From an optimization exercise on the open Yosys and OpenROAD flow, aimed at small area and a short achievable clock period; shortcuts taken in it are not production practice.
Only simulation tests tie the RTL to the original design; equivalence was not proved.
Power figures rest on the tool's default switching activity, not on a simulated workload.

==> try-xenon <==
==> flow/design.v (excerpt) <==
module qzsl6_core #(
    parameter [23:0] CRC24Q_INIT = 24'h000000
) (
    input  wire        clk,
    input  wire        rst,         
    input  wire        cmd_valid,
    input  wire [3:0]  cmd_op,
    input  wire [23:0] cmd_arg,
    output reg  [23:0] crc,
    output reg  [7:0]  res,
    output reg         eq,
    output reg         err,
    output wire        rec_valid,
    output wire [1:0]  rec_code,
    output wire [15:0] rec_msgid,
    output wire [9:0]  rec_len
);
Settings: LEC_CHECK=0, CAP_MARGIN=20, CORE_MARGIN=2, CORE_UTILIZATION=40, PLACE_DENSITY=0.6, SLEW_MARGIN=20; clock period 14.0 ns.
run.sh (not shown) runs the stock make flow with config.mk's settings and CLKGATE_MAP_FILE= SYNTH_SCRIPT=/design/flow/synth_recipe.tcl, a recipe that flattens the netlist after the stock synthesis.
==> inputs of try-onyx, as changes to try-xenon <==
--- a/flow/design.v
+++ b/flow/design.v
@@ -45,15 +45,15 @@
 endmodule
 module gf256_inv (
     input  wire [7:0] a,
     output reg  [7:0] y
 );
     always @* begin
         case (a)
-            8'h00: y = 8'h00;
+            8'h00: y = 8'h43;
             8'h01: y = 8'h01;
             8'h02: y = 8'h8E;
             8'h03: y = 8'hF4;
             8'h04: y = 8'h47;
             8'h05: y = 8'hA7;
             8'h06: y = 8'h7A;
             8'h07: y = 8'hBA;
@@ -305,15 +305,17 @@
             8'hFD: y = 8'hFF;
             8'hFE: y = 8'h7E;
             8'hFF: y = 8'hFD;
             default: y = 8'h00;
         endcase
     end
 endmodule
-module rtcm3_framer (
+module rtcm3_framer #(
+    parameter [23:0] CRC_INIT = 24'h000000
+) (
     input  wire        clk,
     input  wire        rst,         
     input  wire        clear,       
     input  wire        byte_valid,
     input  wire [7:0]  byte_in,
     output reg         rec_valid,
     output reg  [1:0]  rec_code,
@@ -321,43 +323,48 @@
     output reg  [9:0]  rec_len
 );
     localparam [2:0] S_HUNT = 3'd0,
                      S_HDR1 = 3'd1,
                      S_HDR2 = 3'd2,
                      S_P0   = 3'd3,    
                      S_P1   = 3'd4,    
-                     S_BODY = 3'd5;
-    localparam [1:0] CODE_FRAME = 2'd1,
-                     CODE_CSUM  = 2'd2,
-                     CODE_LEN   = 2'd3;
-    localparam [23:0] CRC_D3 = 24'hE33309;    
+                     S_BODY = 3'd5,    
+                     S_T1   = 3'd6,    
+                     S_T2   = 3'd7;    
     reg  [2:0]  state;
     reg  [23:0] crc;
     reg  [9:0]  len;
-    reg  [10:0] cnt;        
+    reg  [9:0]  cnt;        
     reg  [11:0] mid;        
     reg         rec_ff;     
     reg  [11:0] rec_mid;
     assign rec_msgid = {{4{rec_ff}}, rec_mid};
+    wire [23:0] crc_d3;
+    crc24q_step u_d3 (
+        .crc_in (CRC_INIT),
+        .data   (8'hD3),
+        .crc_out(crc_d3)
+    );
     wire [23:0] crc_next;
     crc24q_step u_step (
-        .crc_in (state == S_HDR1 ? CRC_D3 : crc),
+        .crc_in (state == S_HDR1 ? crc_d3 : crc),
         .data   (byte_in),
         .crc_out(crc_next)
     );
     wire [9:0] len_now = {len[9:8], byte_in};
     wire       len1    = (len == 10'd1);
-    wire       last    = (state == S_BODY) && (cnt == 11'h7FE);
+    wire       pay_end = (cnt == 10'd0);    
+    wire       last    = (state == S_T2);
     wire       crc_ok  = (byte_in == crc[23:16]) && (crc[15:0] == 16'h0000);
     wire       lenfail = byte_valid && (state == S_HDR2) && (len_now == 10'd0);
     wire       fin     = byte_valid && last;
     always @(posedge clk) begin
         if (byte_valid) begin
             crc <= crc_next;
-            cnt <= (state == S_HDR2) ? {1'b0, len_now} : cnt - 11'd1;
+            cnt <= (state == S_HDR2) ? len_now : cnt - 10'd1;
             if (state == S_HDR1) len[9:8]  <= byte_in[1:0];
             if (state == S_HDR2) len[7:0]  <= byte_in;
             if (state == S_P0)   mid[11:4] <= byte_in;
             if (state == S_P1)   mid[3:0]  <= byte_in[7:4];
         end
     end
     always @(posedge clk) begin
@@ -368,42 +375,30 @@
         end else if (byte_valid) begin
             case (state)
                 S_HUNT:  if (byte_in == 8'hD3) state <= S_HDR1;
                 S_HDR1:  if (byte_in[7:2] == 6'd0) state <= S_HDR2;
                          else if (byte_in != 8'hD3) state <= S_HUNT;
                 S_HDR2:  state <= (len_now == 10'd0) ? S_HUNT : S_P0;
                 S_P0:    state <= S_P1;
-                S_P1:    state <= S_BODY;
-                S_BODY:  if (last) state <= S_HUNT;
-                default: state <= S_HUNT;
+                S_P1:    state <= pay_end ? S_T1 : S_BODY;
+                S_BODY:  if (pay_end) state <= S_T1;
+                S_T1:    state <= S_T2;
+                default: state <= S_HUNT;    
             endcase
         end
     end
+    wire rec_load = !rst && fin;
+    wire rec_keep = !rst && !lenfail && !fin;
     always @(posedge clk) begin
-        if (rst) begin
-            rec_valid <= 1'b0;
-            rec_code  <= 2'd0;
-        end else begin
-            rec_valid <= lenfail || fin;
-            if (lenfail)
-                rec_code <= CODE_LEN;
-            else if (fin)
-                rec_code <= crc_ok ? CODE_FRAME : CODE_CSUM;
-        end
-    end
-    always @(posedge clk) begin
-        if (rst || lenfail) begin
-            rec_ff  <= 1'b0;
-            rec_mid <= 12'h000;
-            rec_len <= 10'd0;
-        end else if (fin) begin
-            rec_ff  <= len1;
-            rec_mid <= len1 ? 12'hFFF : mid;
-            rec_len <= len;
-        end
+        rec_valid   <= !rst && (lenfail || fin);
+        rec_code[0] <= !rst && (lenfail || (fin && crc_ok)  || (rec_keep && rec_code[0]));
+        rec_code[1] <= !rst && (lenfail || (fin && !crc_ok) || (rec_keep && rec_code[1]));
+        rec_ff      <= (rec_load && len1) || (rec_keep && rec_ff);
+        rec_mid     <= ({12{rec_load}} & (len1 ? 12'hFFF : mid)) | ({12{rec_keep}} & rec_mid);
+        rec_len     <= ({10{rec_load}} & len) | ({10{rec_keep}} & rec_len);
     end
 endmodule
 module qzsl6_core #(
     parameter [23:0] CRC24Q_INIT = 24'h000000
 ) (
     input  wire        clk,
     input  wire        rst,         
@@ -438,39 +433,40 @@
         .data   (a),
         .crc_out(crc_step)
     );
     wire [7:0] prod;
     wire [7:0] inv;
     gf256_mul u_mul (.a(a), .b(b), .p(prod));
     gf256_inv u_inv (.a(a), .y(inv));
+    wire op_init = cmd_valid && cmd_op == OP_CRC_INIT;
+    wire op_byte = cmd_valid && cmd_op == OP_CRC_BYTE;
+    wire op_chk  = cmd_valid && cmd_op == OP_CRC_CHK;
+    wire op_mul  = cmd_valid && cmd_op == OP_GF_MUL;
+    wire op_mac  = cmd_valid && cmd_op == OP_GF_MAC;
+    wire op_inv  = cmd_valid && cmd_op == OP_GF_INV;
+    wire op_bad  = cmd_valid && cmd_op >= 4'hA;
+    wire a_zero  = (a == 8'h00);
+    wire crc_new  = !clr && op_byte;
+    wire crc_keep = !clr && !op_byte && !op_init;
+    wire res_mul  = !clr && (op_mul || op_mac);
+    wire res_inv  = !clr && op_inv && !a_zero;
+    wire res_keep = !clr && !op_mul && !op_mac && !(op_inv && !a_zero);
+    wire res_acc  = op_mac;    
     always @(posedge clk) begin
-        if (clr) begin
-            crc <= CRC24Q_INIT;
-            res <= 8'h00;
-            eq  <= 1'b0;
-            err <= 1'b0;
-        end else if (cmd_valid) begin
-            case (cmd_op)
-                OP_CRC_INIT: crc <= CRC24Q_INIT;
-                OP_CRC_BYTE: crc <= crc_step;
-                OP_CRC_CHK:  eq  <= (crc == cmd_arg);
-                OP_GF_MUL:   res <= prod;
-                OP_GF_MAC:   res <= res ^ prod;
-                OP_GF_INV: begin
-                    if (a == 8'h00)
-                        err <= 1'b1;
-                    else
-                        res <= inv;
-                end
-                OP_NOP, OP_DMX_BYTE, OP_DMX_RST: ;
-                default:     err <= 1'b1;
-            endcase
-        end
+        crc <= ({24{crc_new}} & crc_step) | ({24{crc_keep}} & crc)
+             | ({24{!crc_new && !crc_keep}} & CRC24Q_INIT);
+        res <= ({8{res_mul}} & (prod ^ ({8{res_acc}} & res)))
+             | ({8{res_inv}} & inv)
+             | ({8{res_keep}} & res);
+        eq  <= !clr && (op_chk ? (crc == cmd_arg) : eq);
+        err <= !clr && (err || op_bad || (op_inv && a_zero));
     end
-    rtcm3_framer u_dmx (
+    rtcm3_framer #(
+        .CRC_INIT(CRC24Q_INIT)
+    ) u_dmx (
         .clk       (clk),
         .rst       (clr),
         .clear     (cmd_valid && cmd_op == OP_DMX_RST),
         .byte_valid(cmd_valid && cmd_op == OP_DMX_BYTE),
         .byte_in   (a),
         .rec_valid (rec_valid),
         .rec_code  (rec_code),
==> flow/flow/run.sh (new file) <==
#!/bin/bash
# The standard layout (standard.sh, unchanged synthesis) with these changes to how it is made:
#  - port buffers are buf_1 cells (sized later by repair like any other cell),
#  - the clock tree is built from clkbuf_8 cells instead of clkbuf_16 (smaller; the clock
#    latency changes by only ~0.03 ns),
#  - setup repair aims at a 9 ns slack margin on every failing endpoint.
# ORFS writes each step's full log under orfs/logs; make's own output goes to standard.log.
cat >> config.mk <<'EOC'
export SETUP_SLACK_MARGIN = 9
export BUFFER_PORTS_ARGS = -buffer_cell sky130_fd_sc_hd__buf_1
export CTS_BUF_LIST = sky130_fd_sc_hd__clkbuf_8
EOC
bash standard.sh > standard.log 2>&1
==> flow/standard.sh (new file) <==
#!/bin/bash
# synth_recipe.tcl (not shown) runs the flow's synth.tcl, then flattens the netlist and writes it again
# the make line also repeats each setting of config.mk as NAME=value (left out here)
make -C /OpenROAD-flow-scripts/flow DESIGN_CONFIG=/design/flow/config.mk WORK_HOME=/design/flow/orfs CLKGATE_MAP_FILE= SYNTH_SCRIPT=/design/flow/synth_recipe.tcl "${@:-finish}"
- BUFFER_PORTS_ARGS: default -> -buffer_cell sky130_fd_sc_hd__buf_1
- CTS_BUF_LIST: default -> sky130_fd_sc_hd__clkbuf_8
- SETUP_SLACK_MARGIN: default -> 9
removed: flow/run.sh
==> inputs of try-raven, as changes to try-xenon <==
==> flow/flow/run.sh (new file) <==
#!/bin/bash
# The standard layout with three changes to how it is made:
#  - port buffers are buf_1 cells (sized later by repair like any other cell),
#  - setup repair aims at a 9 ns slack margin,
#  - and only on the worst path (no TNS repair).
cat >> config.mk <<'EOC'
export SETUP_SLACK_MARGIN = 9
export TNS_END_PERCENT = 0
export BUFFER_PORTS_ARGS = -buffer_cell sky130_fd_sc_hd__buf_1
EOC
bash standard.sh > standard.log 2>&1
==> flow/standard.sh (new file) <==
#!/bin/bash
# synth_recipe.tcl (not shown) runs the flow's synth.tcl, then flattens the netlist and writes it again
# the make line also repeats each setting of config.mk as NAME=value (left out here)
make -C /OpenROAD-flow-scripts/flow DESIGN_CONFIG=/design/flow/config.mk WORK_HOME=/design/flow/orfs CLKGATE_MAP_FILE= SYNTH_SCRIPT=/design/flow/synth_recipe.tcl "${@:-finish}"
- BUFFER_PORTS_ARGS: default -> -buffer_cell sky130_fd_sc_hd__buf_1
- SETUP_SLACK_MARGIN: default -> 9
- TNS_END_PERCENT: default -> 0
removed: flow/run.sh
==> run notes <==
| quantity | try-raven | try-onyx | try-xenon |
|---|---|---|---|
| Crit path launch | cmd_arg[0] | cmd_arg[4] | cmd_arg[0] |
| Number of non-clock buffers | 141 | 114 | 111 |
| Detail-routed net length per standard cell | 22.23 um | 22.19 um | 22.78 um |
| Final-layout worst hold slack | 504.1 ps | 443.7 ps | 483.5 ps |
| Length of routed met2 wiring | 16.09 mm | 15.08 mm | 16.66 mm |
| Chip Width | 167.9 um | 163.9 um | 167.9 um |
| Leakage Power | 4.512 nW | 4.092 nW | 4.385 nW |
| Worst-Skew Late Latency | 430 ps | 480 ps | 430 ps |
| Clk pwr share | 34.6% | 30.4% | 34.3% |
| RSZ-0062 raised after global routing | yes | yes | no |
| Sequential cell area in the final layout | 2973 um^2 | 2943 um^2 | 2973 um^2 |
| Routed length on met3 | 4.124 mm | 3.216 mm | 2.971 mm |
| Post-CTS Setup Inserts | 3 | 5 | 0 |
| Global router's overall resource usage | 25.13% | 25.98% | 26.35% |
| Height of the die | 167.9 um | 163.9 um | 167.9 um |
| Final std cells w/o fill | 1684 | 1579 | 1651 |
| Reg clk slew, reported paths | 70 ps | 100 ps | 60 ps |
| Slew Limit Headroom | 25.76% | 42.16% | 24.98% |
| Shortest clock period the worst path allows after layout | 5063 ps | 4946 ps | 6080 ps |
| Comb power | 0.000476 W | 0.000406 W | 0.000459 W |
| Fraction of standard cell area in multi-input logic | 59.41% | 61.13% | 58.55% |
| Outcome | no timing/DRC/antenna violations | no timing/DRC/antenna violations | no timing/DRC/antenna violations |
| Maximum number of pins on one net before global-route repair | 91 | 78 | 76 |
| Portion of synthesized cell area occupied by the leading cell type | 15.92% | 16.44% | 15.92% |
| Post-synthesis compound-gate area fraction | 19.73% | 19.13% | 19.73% |
| WHS Endpoint | u_dmx.rec_len[0] | u_dmx.rec_mid[0] | err |
| Area of the placeable core | 26650 um^2 | 25110 um^2 | 26650 um^2 |

## afterwards: timing with drivers on the ports
The results above use ideal ports. As a check the final layouts listed here were re-extracted and re-timed, cells and wires unchanged. Step 1 (the two cells are an assumption about what drives the block):
set clk [get_ports {clk}]
set_driving_cell -lib_cell sky130_fd_sc_hd__clkbuf_16 $clk
set_driving_cell -lib_cell sky130_fd_sc_hd__buf_2 [delete_from_list [all_inputs] $clk]
Step 2 moves the port delays by t, midway between the first and last clock arrival at a register: inputs arrive t later, outputs are due t later. That takes back most of the time a late clock gives input paths. a / b / c = ideal / step 1 / step 2; a / b = the first two.
| run | t, ns | setup slack, ns | worst setup path at the end | worst slew at a driven data input, ns |
|---|---|---|---|---|
| try-xenon | 0.470 | 7.920 / 7.948 / 7.478 | input to register | 0.05 |
| try-onyx | 0.504 | 9.054 / 9.068 / 8.564 | input to register | 0.04 |
| try-raven | 0.465 | 8.937 / 8.961 / 8.496 | input to register | 0.06 |
After both steps every run listed still meets setup and hold. For try-onyx, which loses most, drivers alone change the setup slack by +0.014 ns; drivers and shift together by -0.490 ns.
